What follows belongs to an exercise in optimizing a design on an open flow for small area; a production flow would make more cautious choices.
The RTL was checked by simulation tests, not by an equivalence proof against the original design.
Power figures rest on the tool's default switching activity, not on a simulated workload.

$ cat design/flow/design.v
module command_segments (
    input  wire [7:0]  pc,
    input  wire [2:0]  dens,
    output reg         c_m,
    output reg         c_d,
    output reg         c_we,
    output reg  [1:0]  c_sp,
    output reg  [8:0]  c_off,
    output reg  [31:0] c_data
);
    wire b32 = (dens == 3'd0);
    always @* begin
        c_m = 1'b0; c_d = 1'b0; c_we = 1'b0; c_sp = 2'd0; c_off = 9'd0; c_data = 32'd0;
        case (pc)
            8'd0: begin c_m = 1'h1; c_d = 1'h0; c_we = 1'h1; c_sp = 2'h3; c_off = 9'h0; c_data = 32'h0; end
            8'd1: begin c_m = 1'h0; c_d = 1'h1; c_we = 1'h0; c_sp = 2'h0; c_off = 9'h0; c_data = 32'h3e8; end
            8'd2: begin c_m = 1'h1; c_d = 1'h0; c_we = 1'h1; c_sp = 2'h3; c_off = 9'h0; c_data = 32'h1; end
            8'd3: begin c_m = 1'h1; c_d = 1'h0; c_we = 1'h0; c_sp = 2'h2; c_off = 9'h4; c_data = 32'h0; end
            8'd4: begin c_m = 1'h1; c_d = 1'h0; c_we = 1'h1; c_sp = 2'h2; c_off = 9'h4; c_data = (b32 ? 32'h10 : 32'h20); end
            8'd5: begin c_m = 1'h1; c_d = 1'h0; c_we = 1'h1; c_sp = 2'h1; c_off = 9'h1; c_data = 32'h102; end
            8'd6: begin c_m = 1'h1; c_d = 1'h0; c_we = 1'h1; c_sp = 2'h1; c_off = 9'h2; c_data = 32'h6; end
            8'd7: begin c_m = 1'h1; c_d = 1'h0; c_we = 1'h1; c_sp = 2'h1; c_off = 9'h3; c_data = 32'h3; end
            8'd8: begin c_m = 1'h1; c_d = 1'h0; c_we = 1'h1; c_sp = 2'h1; c_off = 9'h5; c_data = 32'h32; end
            8'd9: begin c_m = 1'h1; c_d = 1'h0; c_we = 1'h1; c_sp = 2'h1; c_off = 9'h4; c_data = 32'h3; end
            8'd10: begin c_m = 1'h1; c_d = 1'h0; c_we = 1'h1; c_sp = 2'h1; c_off = 9'h6; c_data = 32'h201; end
            8'd11: begin c_m = 1'h1; c_d = 1'h0; c_we = 1'h1; c_sp = 2'h1; c_off = 9'h7; c_data = 32'h19; end
            8'd12: begin c_m = 1'h1; c_d = 1'h0; c_we = 1'h1; c_sp = 2'h1; c_off = 9'h8; c_data = 32'h1b; end
            8'd13: begin c_m = 1'h1; c_d = 1'h0; c_we = 1'h1; c_sp = 2'h1; c_off = 9'h9; c_data = 32'ha; end
            8'd14: begin c_m = 1'h1; c_d = 1'h0; c_we = 1'h1; c_sp = 2'h1; c_off = 9'h11; c_data = 32'h19; end
            8'd15: begin c_m = 1'h1; c_d = 1'h0; c_we = 1'h1; c_sp = 2'h1; c_off = 9'h12; c_data = 32'h6; end
            8'd16: begin c_m = 1'h1; c_d = 1'h0; c_we = 1'h1; c_sp = 2'h1; c_off = 9'h13; c_data = 32'h1a; end
            8'd17: begin c_m = 1'h1; c_d = 1'h0; c_we = 1'h1; c_sp = 2'h1; c_off = 9'h14; c_data = 32'h4; end
            8'd18: begin c_m = 1'h1; c_d = 1'h0; c_we = 1'h1; c_sp = 2'h1; c_off = 9'h29; c_data = 32'h19; end
            8'd19: begin c_m = 1'h1; c_d = 1'h0; c_we = 1'h1; c_sp = 2'h1; c_off = 9'h2a; c_data = 32'h6; end
            8'd20: begin c_m = 1'h1; c_d = 1'h0; c_we = 1'h1; c_sp = 2'h1; c_off = 9'h2b; c_data = 32'h1a; end
            8'd21: begin c_m = 1'h1; c_d = 1'h0; c_we = 1'h1; c_sp = 2'h1; c_off = 9'h2c; c_data = 32'h4; end
            8'd22: begin c_m = 1'h1; c_d = 1'h0; c_we = 1'h1; c_sp = 2'h1; c_off = 9'h41; c_data = 32'h1c; end
            8'd23: begin c_m = 1'h1; c_d = 1'h0; c_we = 1'h1; c_sp = 2'h1; c_off = 9'h42; c_data = 32'h5; end
            8'd24: begin c_m = 1'h1; c_d = 1'h0; c_we = 1'h1; c_sp = 2'h1; c_off = 9'h43; c_data = 32'h1d; end
            8'd25: begin c_m = 1'h1; c_d = 1'h0; c_we = 1'h1; c_sp = 2'h1; c_off = 9'h44; c_data = 32'h3; end
            8'd26: begin c_m = 1'h1; c_d = 1'h0; c_we = 1'h1; c_sp = 2'h1; c_off = 9'h5c; c_data = 32'h1c; end
            8'd27: begin c_m = 1'h1; c_d = 1'h0; c_we = 1'h1; c_sp = 2'h1; c_off = 9'h5d; c_data = 32'h5; end
            8'd28: begin c_m = 1'h1; c_d = 1'h0; c_we = 1'h1; c_sp = 2'h1; c_off = 9'h5e; c_data = 32'h1d; end
            8'd29: begin c_m = 1'h1; c_d = 1'h0; c_we = 1'h1; c_sp = 2'h1; c_off = 9'h5f; c_data = 32'h3; end
            8'd30: begin c_m = (b32 ? 1'h1 : 1'h0); c_d = 1'h0; c_we = (b32 ? 1'h1 : 1'h0); c_sp = (b32 ? 2'h1 : 2'h0); c_off = 9'h0; c_data = (b32 ? 32'h1 : 32'h0); end
            8'd31: begin c_m = 1'h1; c_d = 1'h0; c_we = 1'h1; c_sp = 2'h0; c_off = 9'h0; c_data = (b32 ? 32'h1041004 : 32'h1040004); end
            8'd32: begin c_m = 1'h1; c_d = 1'h0; c_we = 1'h1; c_sp = 2'h0; c_off = 9'h4; c_data = 32'hf0; end
            8'd33: begin c_m = 1'h1; c_d = 1'h0; c_we = 1'h1; c_sp = 2'h0; c_off = 9'h5; c_data = 32'h0; end
            8'd34: begin c_m = 1'h1; c_d = 1'h0; c_we = 1'h1; c_sp = 2'h0; c_off = 9'h8; c_data = 32'h0; end
            8'd35: begin c_m = 1'h1; c_d = 1'h0; c_we = 1'h1; c_sp = 2'h0; c_off = 9'h9; c_data = 32'h800000; end
            8'd36: begin c_m = 1'h1; c_d = 1'h0; c_we = 1'h1; c_sp = 2'h0; c_off = 9'hd; c_data = 32'h400010; end
            8'd37: begin c_m = 1'h1; c_d = 1'h0; c_we = 1'h1; c_sp = 2'h0; c_off = 9'hc; c_data = 32'h0; end
            8'd38: begin c_m = 1'h1; c_d = 1'h0; c_we = 1'h1; c_sp = 2'h0; c_off = 9'he; c_data = 32'h400003; end
            8'd39: begin c_m = 1'h1; c_d = 1'h0; c_we = 1'h1; c_sp = 2'h0; c_off = 9'h14; c_data = 32'h210000; end
            8'd40: begin c_m = 1'h1; c_d = 1'h0; c_we = 1'h1; c_sp = 2'h0; c_off = 9'h15; c_data = 32'h0; end
            8'd41: begin c_m = 1'h1; c_d = 1'h0; c_we = 1'h1; c_sp = 2'h0; c_off = 9'h16; c_data = 32'h0; end
            8'd42: begin c_m = 1'h1; c_d = 1'h0; c_we = 1'h1; c_sp = 2'h0; c_off = 9'h18; c_data = 32'h0; end
            8'd43: begin c_m = 1'h1; c_d = 1'h0; c_we = 1'h1; c_sp = 2'h0; c_off = 9'h19; c_data = (dens==3'd1 ? 32'h260014 : dens==3'd3 ? 32'h130014 : dens==3'd4 ? 32'h130014 : b32 ? 32'h30001a : 32'h260014); end
            8'd44: begin c_m = 1'h1; c_d = 1'h0; c_we = 1'h1; c_sp = 2'h0; c_off = 9'h34; c_data = (b32 ? 32'h28004e : 32'h1f003a); end
            8'd45: begin c_m = 1'h1; c_d = 1'h0; c_we = 1'h1; c_sp = 2'h0; c_off = 9'h35; c_data = (b32 ? 32'h2 : 32'h1); end
            8'd46: begin c_m = 1'h1; c_d = 1'h0; c_we = 1'h1; c_sp = 2'h0; c_off = 9'h36; c_data = (b32 ? 32'h605 : 32'h404); end
            8'd47: begin c_m = 1'h1; c_d = 1'h0; c_we = 1'h1; c_sp = 2'h0; c_off = 9'h37; c_data = (b32 ? 32'h83 : 32'h63); end
            8'd48: begin c_m = 1'h1; c_d = 1'h0; c_we = 1'h1; c_sp = 2'h0; c_off = 9'h38; c_data = (b32 ? 32'h20000 : 32'h30000); end
            8'd49: begin c_m = 1'h1; c_d = 1'h0; c_we = 1'h1; c_sp = 2'h0; c_off = 9'h39; c_data = (b32 ? 32'h70004 : 32'h50003); end
            8'd50: begin c_m = 1'h1; c_d = 1'h0; c_we = 1'h1; c_sp = 2'h0; c_off = 9'h3d; c_data = (b32 ? 32'h66f : 32'h55f); end
            8'd51: begin c_m = 1'h1; c_d = 1'h0; c_we = 1'h1; c_sp = 2'h0; c_off = 9'h40; c_data = (b32 ? 32'h70a0d08 : 32'h6080a07); end
            8'd52: begin c_m = 1'h1; c_d = 1'h0; c_we = 1'h1; c_sp = 2'h0; c_off = 9'h41; c_data = (b32 ? 32'h2040d : 32'h2030a); end
            8'd53: begin c_m = 1'h1; c_d = 1'h0; c_we = 1'h1; c_sp = 2'h0; c_off = 9'h42; c_data = (b32 ? 32'h2030607 : 32'h2030506); end
            8'd54: begin c_m = 1'h1; c_d = 1'h0; c_we = 1'h1; c_sp = 2'h0; c_off = 9'h43; c_data = (b32 ? 32'h50500c : 32'h50400c); end
            8'd55: begin c_m = 1'h1; c_d = 1'h0; c_we = 1'h1; c_sp = 2'h0; c_off = 9'h44; c_data = (b32 ? 32'h4020405 : 32'h3020304); end
            8'd56: begin c_m = 1'h1; c_d = 1'h0; c_we = 1'h1; c_sp = 2'h0; c_off = 9'h45; c_data = (b32 ? 32'h3030303 : 32'h2020303); end
            8'd57: begin c_m = 1'h1; c_d = 1'h0; c_we = 1'h1; c_sp = 2'h0; c_off = 9'h46; c_data = (b32 ? 32'h2020005 : 32'h2020004); end
            8'd58: begin c_m = 1'h1; c_d = 1'h0; c_we = 1'h1; c_sp = 2'h0; c_off = 9'h47; c_data = 32'h202; end
            8'd59: begin c_m = 1'h1; c_d = 1'h0; c_we = 1'h1; c_sp = 2'h0; c_off = 9'h4e; c_data = (b32 ? 32'h1c : 32'h16); end
            8'd60: begin c_m = 1'h1; c_d = 1'h0; c_we = 1'h1; c_sp = 2'h0; c_off = 9'h60; c_data = (b32 ? 32'h40480012 : 32'h4039000f); end
            8'd61: begin c_m = 1'h1; c_d = 1'h0; c_we = 1'h1; c_sp = 2'h0; c_off = 9'h61; c_data = (b32 ? 32'ha00000 : 32'h800000); end
            8'd62: begin c_m = 1'h1; c_d = 1'h0; c_we = 1'h1; c_sp = 2'h0; c_off = 9'h64; c_data = 32'h2828103; end
            8'd63: begin c_m = 1'h1; c_d = 1'h0; c_we = 1'h1; c_sp = 2'h0; c_off = 9'h65; c_data = 32'h30303; end
            8'd64: begin c_m = 1'h1; c_d = 1'h0; c_we = 1'h1; c_sp = 2'h0; c_off = 9'h66; c_data = 32'h700f101; end
            8'd65: begin c_m = 1'h1; c_d = 1'h0; c_we = 1'h1; c_sp = 2'h0; c_off = 9'h68; c_data = 32'h80400003; end
            8'd66: begin c_m = 1'h1; c_d = 1'h0; c_we = 1'h1; c_sp = 2'h0; c_off = 9'h6a; c_data = 32'h80000000; end
            8'd67: begin c_m = 1'h1; c_d = 1'h0; c_we = 1'h1; c_sp = 2'h0; c_off = 9'h6c; c_data = 32'h0; end
            8'd68: begin c_m = 1'h1; c_d = 1'h0; c_we = 1'h1; c_sp = 2'h0; c_off = 9'h81; c_data = (dens==3'd1 ? 32'h1f0707 : dens==3'd3 ? 32'h70707 : dens==3'd4 ? 32'h80808 : b32 ? 32'h1f0606 : 32'h70707); end
            8'd69: begin c_m = 1'h1; c_d = 1'h0; c_we = 1'h1; c_sp = 2'h0; c_off = 9'h83; c_data = (dens==3'd1 ? 32'hf000000 : dens==3'd3 ? 32'h0 : dens==3'd4 ? 32'h0 : b32 ? 32'hf0f0000 : 32'h0); end
            8'd70: begin c_m = 1'h1; c_d = 1'h0; c_we = 1'h1; c_sp = 2'h0; c_off = 9'h84; c_data = 32'hf0f; end
            8'd71: begin c_m = 1'h1; c_d = 1'h0; c_we = 1'h1; c_sp = 2'h0; c_off = 9'h85; c_data = (dens==3'd1 ? 32'h6060606 : dens==3'd3 ? 32'h5050505 : dens==3'd4 ? 32'h6060707 : b32 ? 32'hf050505 : 32'h6060606); end
            8'd72: begin c_m = 1'h1; c_d = 1'h0; c_we = 1'h1; c_sp = 2'h0; c_off = 9'h86; c_data = (dens==3'd1 ? 32'hf0f0f06 : dens==3'd3 ? 32'hf0f0606 : dens==3'd4 ? 32'hf0f0606 : b32 ? 32'hf0f0f0f : 32'hf0f0f06); end
            8'd73: begin c_m = 1'h1; c_d = 1'h0; c_we = 1'h1; c_sp = 2'h0; c_off = 9'h80; c_data = 32'h1f; end
            8'd74: begin c_m = 1'h1; c_d = 1'h0; c_we = 1'h1; c_sp = 2'h0; c_off = 9'h90; c_data = 32'h6000600; end
            8'd75: begin c_m = 1'h1; c_d = 1'h0; c_we = 1'h1; c_sp = 2'h0; c_off = 9'h91; c_data = 32'h0; end
            8'd76: begin c_m = 1'h1; c_d = 1'h0; c_we = 1'h1; c_sp = 2'h0; c_off = 9'h94; c_data = 32'h1805; end
            8'd77: begin c_m = 1'h1; c_d = 1'h0; c_we = 1'h1; c_sp = 2'h0; c_off = 9'h95; c_data = 32'h0; end
            8'd78: begin c_m = 1'h1; c_d = 1'h0; c_we = 1'h1; c_sp = 2'h0; c_off = 9'hc0; c_data = 32'h0; end
            8'd79: begin c_m = 1'h1; c_d = 1'h0; c_we = 1'h1; c_sp = 2'h0; c_off = 9'h101; c_data = 32'h13ff; end
            8'd80: begin c_m = 1'h1; c_d = 1'h0; c_we = 1'h1; c_sp = 2'h0; c_off = 9'h12d; c_data = 32'h1020; end
            8'd81: begin c_m = 1'h1; c_d = 1'h0; c_we = 1'h1; c_sp = 2'h0; c_off = 9'h159; c_data = 32'h1000; end
            8'd82: begin c_m = 1'h1; c_d = 1'h0; c_we = 1'h1; c_sp = 2'h0; c_off = 9'h185; c_data = 32'h1004; end
            8'd83: begin c_m = 1'h1; c_d = 1'h0; c_we = 1'h1; c_sp = 2'h0; c_off = 9'h102; c_data = 32'h13ff; end
            8'd84: begin c_m = 1'h1; c_d = 1'h0; c_we = 1'h1; c_sp = 2'h0; c_off = 9'h12e; c_data = 32'h10ff; end
            8'd85: begin c_m = 1'h1; c_d = 1'h0; c_we = 1'h1; c_sp = 2'h0; c_off = 9'h15a; c_data = 32'h103f; end
            8'd86: begin c_m = 1'h1; c_d = 1'h0; c_we = 1'h1; c_sp = 2'h0; c_off = 9'h186; c_data = 32'h105f; end
            8'd87: begin c_m = 1'h1; c_d = 1'h0; c_we = 1'h1; c_sp = 2'h0; c_off = 9'h125; c_data = 32'h20000e; end
            8'd88: begin c_m = 1'h1; c_d = 1'h0; c_we = 1'h1; c_sp = 2'h0; c_off = 9'h151; c_data = 32'h20000e; end
            8'd89: begin c_m = 1'h1; c_d = 1'h0; c_we = 1'h1; c_sp = 2'h0; c_off = 9'h17d; c_data = 32'h20000e; end
            8'd90: begin c_m = 1'h1; c_d = 1'h0; c_we = 1'h1; c_sp = 2'h0; c_off = 9'h1a9; c_data = 32'h20000e; end
            8'd91: begin c_m = 1'h1; c_d = 1'h0; c_we = 1'h1; c_sp = 2'h0; c_off = 9'h97; c_data = 32'hf000001; end
            8'd92: begin c_m = 1'h1; c_d = 1'h0; c_we = 1'h1; c_sp = 2'h0; c_off = 9'h99; c_data = 32'hf00007f; end
            8'd93: begin c_m = 1'h1; c_d = 1'h0; c_we = 1'h1; c_sp = 2'h0; c_off = 9'h9b; c_data = 32'hf00007f; end
            8'd94: begin c_m = 1'h1; c_d = 1'h0; c_we = 1'h1; c_sp = 2'h0; c_off = 9'h126; c_data = 32'h0; end
            8'd95: begin c_m = 1'h1; c_d = 1'h0; c_we = 1'h1; c_sp = 2'h0; c_off = 9'h127; c_data = 32'h0; end
            8'd96: begin c_m = 1'h1; c_d = 1'h0; c_we = 1'h1; c_sp = 2'h0; c_off = 9'h128; c_data = 32'h0; end
            8'd97: begin c_m = 1'h1; c_d = 1'h0; c_we = 1'h1; c_sp = 2'h0; c_off = 9'h152; c_data = 32'h0; end
            8'd98: begin c_m = 1'h1; c_d = 1'h0; c_we = 1'h1; c_sp = 2'h0; c_off = 9'h153; c_data = 32'h0; end
            8'd99: begin c_m = 1'h1; c_d = 1'h0; c_we = 1'h1; c_sp = 2'h0; c_off = 9'h154; c_data = 32'h0; end
            8'd100: begin c_m = 1'h1; c_d = 1'h0; c_we = 1'h1; c_sp = 2'h0; c_off = 9'h17e; c_data = 32'h0; end
            8'd101: begin c_m = 1'h1; c_d = 1'h0; c_we = 1'h1; c_sp = 2'h0; c_off = 9'h17f; c_data = 32'h0; end
            8'd102: begin c_m = 1'h1; c_d = 1'h0; c_we = 1'h1; c_sp = 2'h0; c_off = 9'h180; c_data = 32'h0; end
            8'd103: begin c_m = 1'h1; c_d = 1'h0; c_we = 1'h1; c_sp = 2'h0; c_off = 9'h1aa; c_data = 32'h0; end
            8'd104: begin c_m = 1'h1; c_d = 1'h0; c_we = 1'h1; c_sp = 2'h0; c_off = 9'h1ab; c_data = 32'h0; end
            8'd105: begin c_m = 1'h1; c_d = 1'h0; c_we = 1'h1; c_sp = 2'h0; c_off = 9'h1ac; c_data = 32'h0; end
            8'd106: begin c_m = 1'h0; c_d = 1'h1; c_we = 1'h0; c_sp = 2'h0; c_off = 9'h0; c_data = 32'hc8; end
            8'd107: begin c_m = 1'h1; c_d = 1'h0; c_we = 1'h1; c_sp = 2'h3; c_off = 9'h0; c_data = 32'h3; end
            8'd108: begin c_m = 1'h0; c_d = 1'h1; c_we = 1'h0; c_sp = 2'h0; c_off = 9'h0; c_data = 32'h64; end
            8'd109: begin c_m = 1'h1; c_d = 1'h0; c_we = 1'h1; c_sp = 2'h0; c_off = 9'hc8; c_data = 32'h0; end
            8'd110: begin c_m = 1'h0; c_d = 1'h1; c_we = 1'h0; c_sp = 2'h0; c_off = 9'h0; c_data = 32'h32; end
            8'd111: begin c_m = 1'h1; c_d = 1'h0; c_we = 1'h1; c_sp = 2'h1; c_off = 9'h4; c_data = 32'h5; end
            8'd112: begin c_m = 1'h0; c_d = 1'h1; c_we = 1'h0; c_sp = 2'h0; c_off = 9'h0; c_data = 32'h64; end
            8'd113: begin c_m = 1'h1; c_d = 1'h0; c_we = 1'h1; c_sp = 2'h1; c_off = 9'h12; c_data = 32'h0; end
            8'd114: begin c_m = 1'h0; c_d = 1'h1; c_we = 1'h0; c_sp = 2'h0; c_off = 9'h0; c_data = 32'h32; end
            8'd115: begin c_m = 1'h1; c_d = 1'h0; c_we = 1'h1; c_sp = 2'h0; c_off = 9'h6c; c_data = 32'h20; end
            8'd116: begin c_m = 1'h0; c_d = 1'h1; c_we = 1'h0; c_sp = 2'h0; c_off = 9'h0; c_data = 32'h64; end
            8'd117: begin c_m = 1'h1; c_d = 1'h0; c_we = 1'h1; c_sp = 2'h0; c_off = 9'h6c; c_data = 32'h0; end
            8'd118: begin c_m = 1'h1; c_d = 1'h0; c_we = 1'h1; c_sp = 2'h1; c_off = 9'hf8; c_data = 32'h1; end
            8'd119: begin c_m = 1'h0; c_d = 1'h1; c_we = 1'h0; c_sp = 2'h0; c_off = 9'h0; c_data = 32'h1f4; end
            8'd120: begin c_m = 1'h1; c_d = 1'h0; c_we = 1'h1; c_sp = 2'h1; c_off = 9'hf8; c_data = 32'h0; end
            8'd121: begin c_m = 1'h0; c_d = 1'h1; c_we = 1'h0; c_sp = 2'h0; c_off = 9'h0; c_data = 32'h1f4; end
            8'd122: begin c_m = 1'h1; c_d = 1'h0; c_we = 1'h0; c_sp = 2'h1; c_off = 9'hfb; c_data = 32'h0; end
            8'd123: begin c_m = 1'h1; c_d = 1'h0; c_we = 1'h0; c_sp = 2'h1; c_off = 9'hfc; c_data = 32'h0; end
            8'd124: begin c_m = (b32 ? 1'h0 : 1'h1); c_d = 1'h0; c_we = 1'h0; c_sp = (b32 ? 2'h0 : 2'h1); c_off = (b32 ? 9'h0 : 9'hfd); c_data = 32'h0; end
            8'd125: begin c_m = (b32 ? 1'h0 : 1'h1); c_d = 1'h0; c_we = 1'h0; c_sp = (b32 ? 2'h0 : 2'h1); c_off = (b32 ? 9'h0 : 9'hfe); c_data = 32'h0; end
            8'd126: begin c_m = 1'h0; c_d = 1'h0; c_we = 1'h0; c_sp = 2'h0; c_off = 9'h0; c_data = 32'h0; end
            8'd127: begin c_m = 1'h1; c_d = 1'h0; c_we = 1'h1; c_sp = 2'h0; c_off = 9'h124; c_data = 32'h1; end
            8'd128: begin c_m = 1'h1; c_d = 1'h0; c_we = 1'h1; c_sp = 2'h0; c_off = 9'h150; c_data = 32'h1; end
            8'd129: begin c_m = 1'h1; c_d = 1'h0; c_we = 1'h1; c_sp = 2'h0; c_off = 9'h17c; c_data = 32'h1; end
            8'd130: begin c_m = 1'h1; c_d = 1'h0; c_we = 1'h1; c_sp = 2'h0; c_off = 9'h1a8; c_data = 32'h1; end
            default: ;
        endcase
    end
endmodule
module phy_training_engine (
    input  wire        clk,
    input  wire        ld_s0,
    input  wire        ld_w,
    input  wire [31:0] rdata,
    output reg  [31:0] s0,
    output wire        pred
);
    reg [4:0]  win;
    wire [32:0] diff = {1'b0, rdata} - {1'b0, s0};
    wire in_pos = (diff[32:3] == 30'd0) && (diff[2:0] <= 3'd4);
    wire in_neg = (&diff[32:3]) && diff[2];
    wire signed [3:0] off = diff[3:0];
    wire [4:0] ok;
    genvar k;
    generate
        for (k = 0; k < 5; k = k + 1) begin : g_w
            assign ok[k] = (in_pos | in_neg) && (off >= k - 4) && (off <= k);
        end
    endgenerate
    always @(posedge clk) begin
        if (ld_s0) begin
            s0  <= rdata;
            win <= 5'b11111;
        end else if (ld_w) begin
            win <= win & ok;
        end
    end
    assign pred = !s0[7] && (|win);
endmodule
module ddr_controller_init_fsm (
    input  wire        clk,
    input  wire        rst,
    input  wire        start,
    input  wire [2:0]  density,
    output wire        busy,
    output wire        done,
    output wire        converged,
    output wire        err,
    output wire [3:0]  err_code,
    output wire [6:0]  attempts,
    output wire [31:0] status,
    output wire        m_req,
    output wire        m_we,
    output wire [31:0] m_addr,
    output wire [31:0] m_wdata,
    input  wire [31:0] m_rdata,
    input  wire        m_ack,
    output wire        d_req,
    output wire [31:0] d_ns,
    input  wire        d_done
);
    localparam [7:0] PC_RMW_R = 8'd3,   PC_RMW_W = 8'd4,
                     PC_L0    = 8'd118, PC_S0    = 8'd122,
                     PC_EVAL  = 8'd126, PC_P0    = 8'd127, PC_LAST = 8'd130;
    reg        busy_r, done_r, err_r, conv_r;
    reg  [2:0] dens;
    reg  [6:0] attempt;
    reg  [7:0] pc;
    wire       c_m, c_d, c_we;
    wire [1:0] c_sp;
    wire [8:0] c_off;
    wire [31:0] c_data;
    command_segments u_seg (
        .pc(pc), .dens(dens),
        .c_m(c_m), .c_d(c_d), .c_we(c_we), .c_sp(c_sp), .c_off(c_off), .c_data(c_data)
    );
    wire        xfer_m = m_req & m_ack;
    wire        xfer   = xfer_m | (d_req & d_done) | (busy_r & ~c_m & ~c_d);
    wire        pred;
    wire [31:0] s0;
    phy_training_engine u_trn (
        .clk(clk),
        .ld_s0(xfer_m & ((pc == PC_RMW_R) | (pc == PC_S0))),
        .ld_w (xfer_m & (pc > PC_S0) & (pc < PC_EVAL)),
        .rdata(m_rdata),
        .s0(s0),
        .pred(pred)
    );
    wire eval_exit = pred | (attempt == 7'd100);
    always @(posedge clk) begin
        if (rst) begin
            busy_r  <= 1'b0;
            done_r  <= 1'b0;
            err_r   <= 1'b0;
            conv_r  <= 1'b0;
            dens    <= 3'd0;
            attempt <= 7'd0;
        end else if (!busy_r) begin
            if (start && !done_r && !err_r) begin
                dens <= density;
                pc   <= 8'd0;
                if (density > 3'd4) err_r  <= 1'b1;
                else                busy_r <= 1'b1;
            end
        end else if (xfer) begin
            if (pc == PC_EVAL) begin
                if (eval_exit) begin
                    conv_r <= pred;
                    pc     <= PC_P0;
                end else begin
                    attempt <= attempt + 7'd1;
                    pc      <= PC_L0;
                end
            end else if (pc == PC_LAST) begin
                busy_r <= 1'b0;
                done_r <= 1'b1;
            end else begin
                pc <= pc + 8'd1;
                if (pc == PC_L0 - 8'd1) attempt <= attempt + 7'd1;
            end
        end
    end
    assign m_req   = busy_r & c_m;
    assign d_req   = busy_r & c_d;
    assign m_we    = c_we;
    assign m_addr  = {6'b010000, c_sp, 13'd0, c_off, 2'b00};
    assign m_wdata = c_data | ({s0[31:6], 2'b00, s0[3:0]} & {32{pc == PC_RMW_W}});
    assign d_ns    = c_data;
    assign busy      = busy_r;
    assign done      = done_r;
    assign converged = conv_r;
    assign err       = err_r;
    assign err_code  = {3'b000, err_r};
    assign attempts  = attempt;
    assign status    = {8'd0, 3'b000, err_r, 1'b0, dens, done_r, 1'b0, done_r, 1'b0,
                        1'b0, attempt, err_r, conv_r, done_r, busy_r};
endmodule
$ cat design/flow/run.sh
#!/bin/bash
# synth_recipe.tcl (not shown) runs the flow's synth.tcl, then flattens the netlist and writes it again
# the make line also repeats each setting of config.mk as NAME=value (left out here)
make -C /OpenROAD-flow-scripts/flow DESIGN_CONFIG=/design/flow/config.mk WORK_HOME=/design/flow/orfs CLKGATE_MAP_FILE= SYNTH_SCRIPT=/design/flow/synth_recipe.tcl finish
$ cat design/flow/config.mk
export PLATFORM = sky130hd
export DESIGN_NAME = ddr_controller_init_fsm
export DESIGN_NICKNAME = ddr_controller_init_fsm
export VERILOG_FILES = /design/flow/design.v
export SDC_FILE = /design/flow/constraint.sdc
export NUM_CORES = 4
export LEC_CHECK = 0
export CAP_MARGIN = 20
export CORE_MARGIN = 2
export CORE_UTILIZATION = 40
export SLEW_MARGIN = 20
$ cat design/flow/constraint.sdc
create_clock -name core_clock -period 10.0 [get_ports {clk}]
set_input_delay 2.0000 -clock core_clock [delete_from_list [all_inputs] [get_ports {clk}]]
set_output_delay 2.0000 -clock core_clock [all_outputs]
set_load 0.01 [all_outputs]
==> run notes <==
[placed cells by master, fill, tap and decap left out, types with 16 or more instances in the layout]
master	synthesis	routed
o21ai_0	88	88
conb_1	2	41
nor2_1	128	126
inv_1	50	50
o22ai_1	23	23
nor4_1	19	19
ha_1	39	39
xnor2_1	16	16
or3_1	16	16
clkdlybuf4s50_1	0	144
buf_4	58	26
dfxtp_1	19	19
nor3_1	43	41
nand2_1	103	103
a21o_1	41	41
nand3_1	35	35
a21oi_1	118	118
nand4_1	27	27
edfxtp_1	40	40
a31oi_1	21	21
[final cells by class]
type | count | area (um^2) | area share
Multi-Input combinational cell | 1030 | 6340 | 0.608
Tap cell | 280 | 350 | 0.0336
Inverter | 50 | 188 | 0.0180
Sequential cell | 59 | 1580 | 0.152
Clock buffer | 13 | 293 | 0.0281
Clock inverter | 3 | 17.5 | 0.00168
Timing Repair Buffer | 171 | 1660 | 0.159
[critical path, stage by stage, from the launching register on]
cell             delay, ns
edfxtp_1              0.83
buf_4                 0.39
nand3b_1              0.69
nand2_1               0.25
nand2_1               0.18
nand3_1               0.31
a2111oi_1             0.96
nand4_1               0.21
clkdlybuf4s50_1       0.54
[kinds of logic (layout without fill, tap and decap cells)]
| group | Yosys count | in the layout |
|---|---|---|
| simple gates | 467 | 467 |
| buf+inv | 211 | 237 |
| flops | 59 | 59 |
| compound gates | 448 | 448 |
| other cells | 2 | 41 |
| mux | 4 | 4 |
| xor+xnor | 30 | 30 |
| fa+ha+maj | 40 | 40 |
[registers in the layout, indices dropped and copies added, names as in the netlist]
register and flops:
dens 3, u_trn.win 5, u_trn.s0 32, err_r 1
conv_r 1, done_r 1, pc 8, busy_r 1
attempt 7
[layer usage]
| layer | vias to the layer above | GRT usage | share of wire |
|---|---|---|---|
| li1 | 4748 | - | - |
| met1 | 5030 | 0.440 | 0.40 |
| met2 | 679 | 0.551 | 0.45 |
| met3 | 187 | 0.0688 | 0.091 |
| met4 | 0 | 0.209 | 0.063 |
| met5 | - | 0 | 0 |
[worst paths after layout]
kind / from / to / slack [ns]
worst max register to register: pc[3] / pc[5] / 5.01
worst min register to register: u_trn.win[0] / u_trn.win[0] / 0.46
worst min-delay path: u_trn.win[0] / u_trn.win[0] / 0.46
worst max-delay path: pc[3] / m_addr[2] / 3.25
[metrics by stage]
stage | total power (W) | instance area [um^2]
6_report | 0.000993 | 10400
5_1_grt | 0.00103 | 10400
4_1_cts | 0.000988 | 10400
3_5_place_dp | 0.000654 | 10100
3_3_place_gp | 0.000656 | 10100
2_1_floorplan | 0.000515 | 8940
[power by group through the flow]
| stage | combinational [W] | clock, W | sequential, W |
|---|---|---|---|
| 2_1_floorplan | 0.000239 | 0 | 0.000276 |
| 3_3_place_gp | 0.000369 | 0 | 0.000287 |
| 3_5_place_dp | 0.000367 | 0 | 0.000287 |
| 4_1_cts | 0.000369 | 0.000337 | 0.000282 |
| 5_1_grt | 0.000402 | 0.000345 | 0.000284 |
| 6_report | 0.000381 | 0.000329 | 0.000283 |
==> reports/summary.txt <==
unique cell type count in the Yosys netlist = 89
final WL = 42100 um
CTS Buffer Depth = 2
switching power = 0.000376 W
Least-Margin Pin Slew = 1.19 ns
CTS hold repair buffers = 0
CTS tree = built
fillcell total = 2273
Post-Synth Adder-Cell Area = 0.0578
number of synthesized register bits = 59
Synthesis Warnings = 3
Setup Total Neg Slack = 0 ns
CP endpoint kind = output port
non-filler cells, final = 1606
most area-hungry cell type in the Yosys netlist = edfxtp_1
worst path arrival time = 4.75 ns
largest family of logic cells by synthesized area = compound AO/OA/AOI/OAI gates
max-cap violations = 0
Area contributors post-synth = edfxtp_1 (14%), a21oi_1 (6.7%), ha_1 (5.6%)
Lkg Pwr = 4.11 nW
Root Driver = clkbuf_16
Synth-to-Final Area Change = 18.7%
mux share of post-synthesis cell area = 0.00484
worst vdd ir = 0.0000717 V
drt drc = 0
combinational share of power = 0.384
GPL Wtd Cong = 1.03
f_max = 148 MHz
Slew HR = 0.200
1st-iter DRT viols = 1319
fin crit share = 0.675
Cell Pwr Density = 95.2 mW/mm^2
Hold Path Class = flip-flop to flip-flop
CTS sink cnt = 59
Skew-Pair Late Insertion Delay = 0.35 ns
Place WS = 3.93 ns
Initial Utilization = 0.405
RSZ-0062 raised after global routing = no
Tmin final = 6.75 ns
reg2reg path depth = 11
count leader, synth = nor2_1
Placeable Area = 0.0217 mm^2
number of routed nets with antenna violations = 0
All-Layer GR Usage = 0.348
register area share after synthesis = 0.180
Switching Share = 0.379
crit start category = flip-flop
xor/xnor cell area share of the yosys netlist = 0.0299
Final Util = 0.481
area fraction of the dominant cell type after synthesis = 0.137
Commonest cells post-synth = nor2_1 (128), a21oi_1 (118), nand2_1 (103)
antenna violations before repair = 0
vias in the first global route = 10117
Vias/cell = 6.63
# rows = 54
Crit Path Category = flip-flop to output port
asr flop ratio synth = 0
ANT cells = 0
post-CTS sizing = 0
die area = 0.0232 mm^2
largest net degree at the start of global routing = 41
Mapped Area = 0.00879 mm^2
outcome = complete, no violations
final worst slack = 3.25 ns
final hold slack = 0.465 ns
clock power share = 0.331
final number of setup-violating endpoints = 0
post-CTS setup buffers = 0
post-synthesis compound-gate area fraction = 0.334
Reg clk slew, reported paths = 0.06 ns
IO Pins = 186
Mapped Cells = 1261
total CTS buffers = 9
Reg power frac = 0.285
DR WL/cell = 26.2 um
drt pass-1 iters = 6
Final HPWL DP = 30500 um
GR Overflow Total = 0
H-tree depth = 3
WHS Path Cells = 2
fin. max-slew vios = 0
IO Port Bufs = 144
chip width = 152 um
global-route wire length before repair = 62800 um
Die Y = 152 um
syn avg cell area = 6.97 um^2
placed cells = 1589
via count = 10644
EDFF count, synth = 40
fin nets = 1401
internal cell power = 0.000617 W
worst path required time = 8.00 ns
layout cells sized above 1 = 0.0528
Final Hold Vio Count = 0
crit path max fanout = 26
Post-synth top flop = edfxtp_1
fraction of the mapped netlist area in simple logic gates = 0.273
Final Skew = 0.00893 ns

[afterwards: timing with drivers on the ports]
How much do the figures lean on ideal ports? The routed layout below was timed once more, with nothing changed but the port constraints.
Step 1 sets driving cells, clkbuf_16 on the clock port and buf_2 on the other inputs (assumed; they add their load-dependent delay and slew).
Step 2, shift: input delay + t, output delay - t, t = (earliest + latest rising clock arrival at the registers) / 2. This alone moves slack from input paths to output paths.
Three values: ideal, step 1, step 2; two values: the first two.
t, ns: 0.389
setup slack, ns: 3.251 / 3.207 / 3.595
worst hold slack (ns): 0.465 / 0.465 / 0.465
worst setup path after step 2: register to output
cell pins on the clock port's net: 1
After both steps this run still meets setup and hold. The setup slack of this run moves by -0.044 ns with the drivers and by +0.344 ns with both steps.
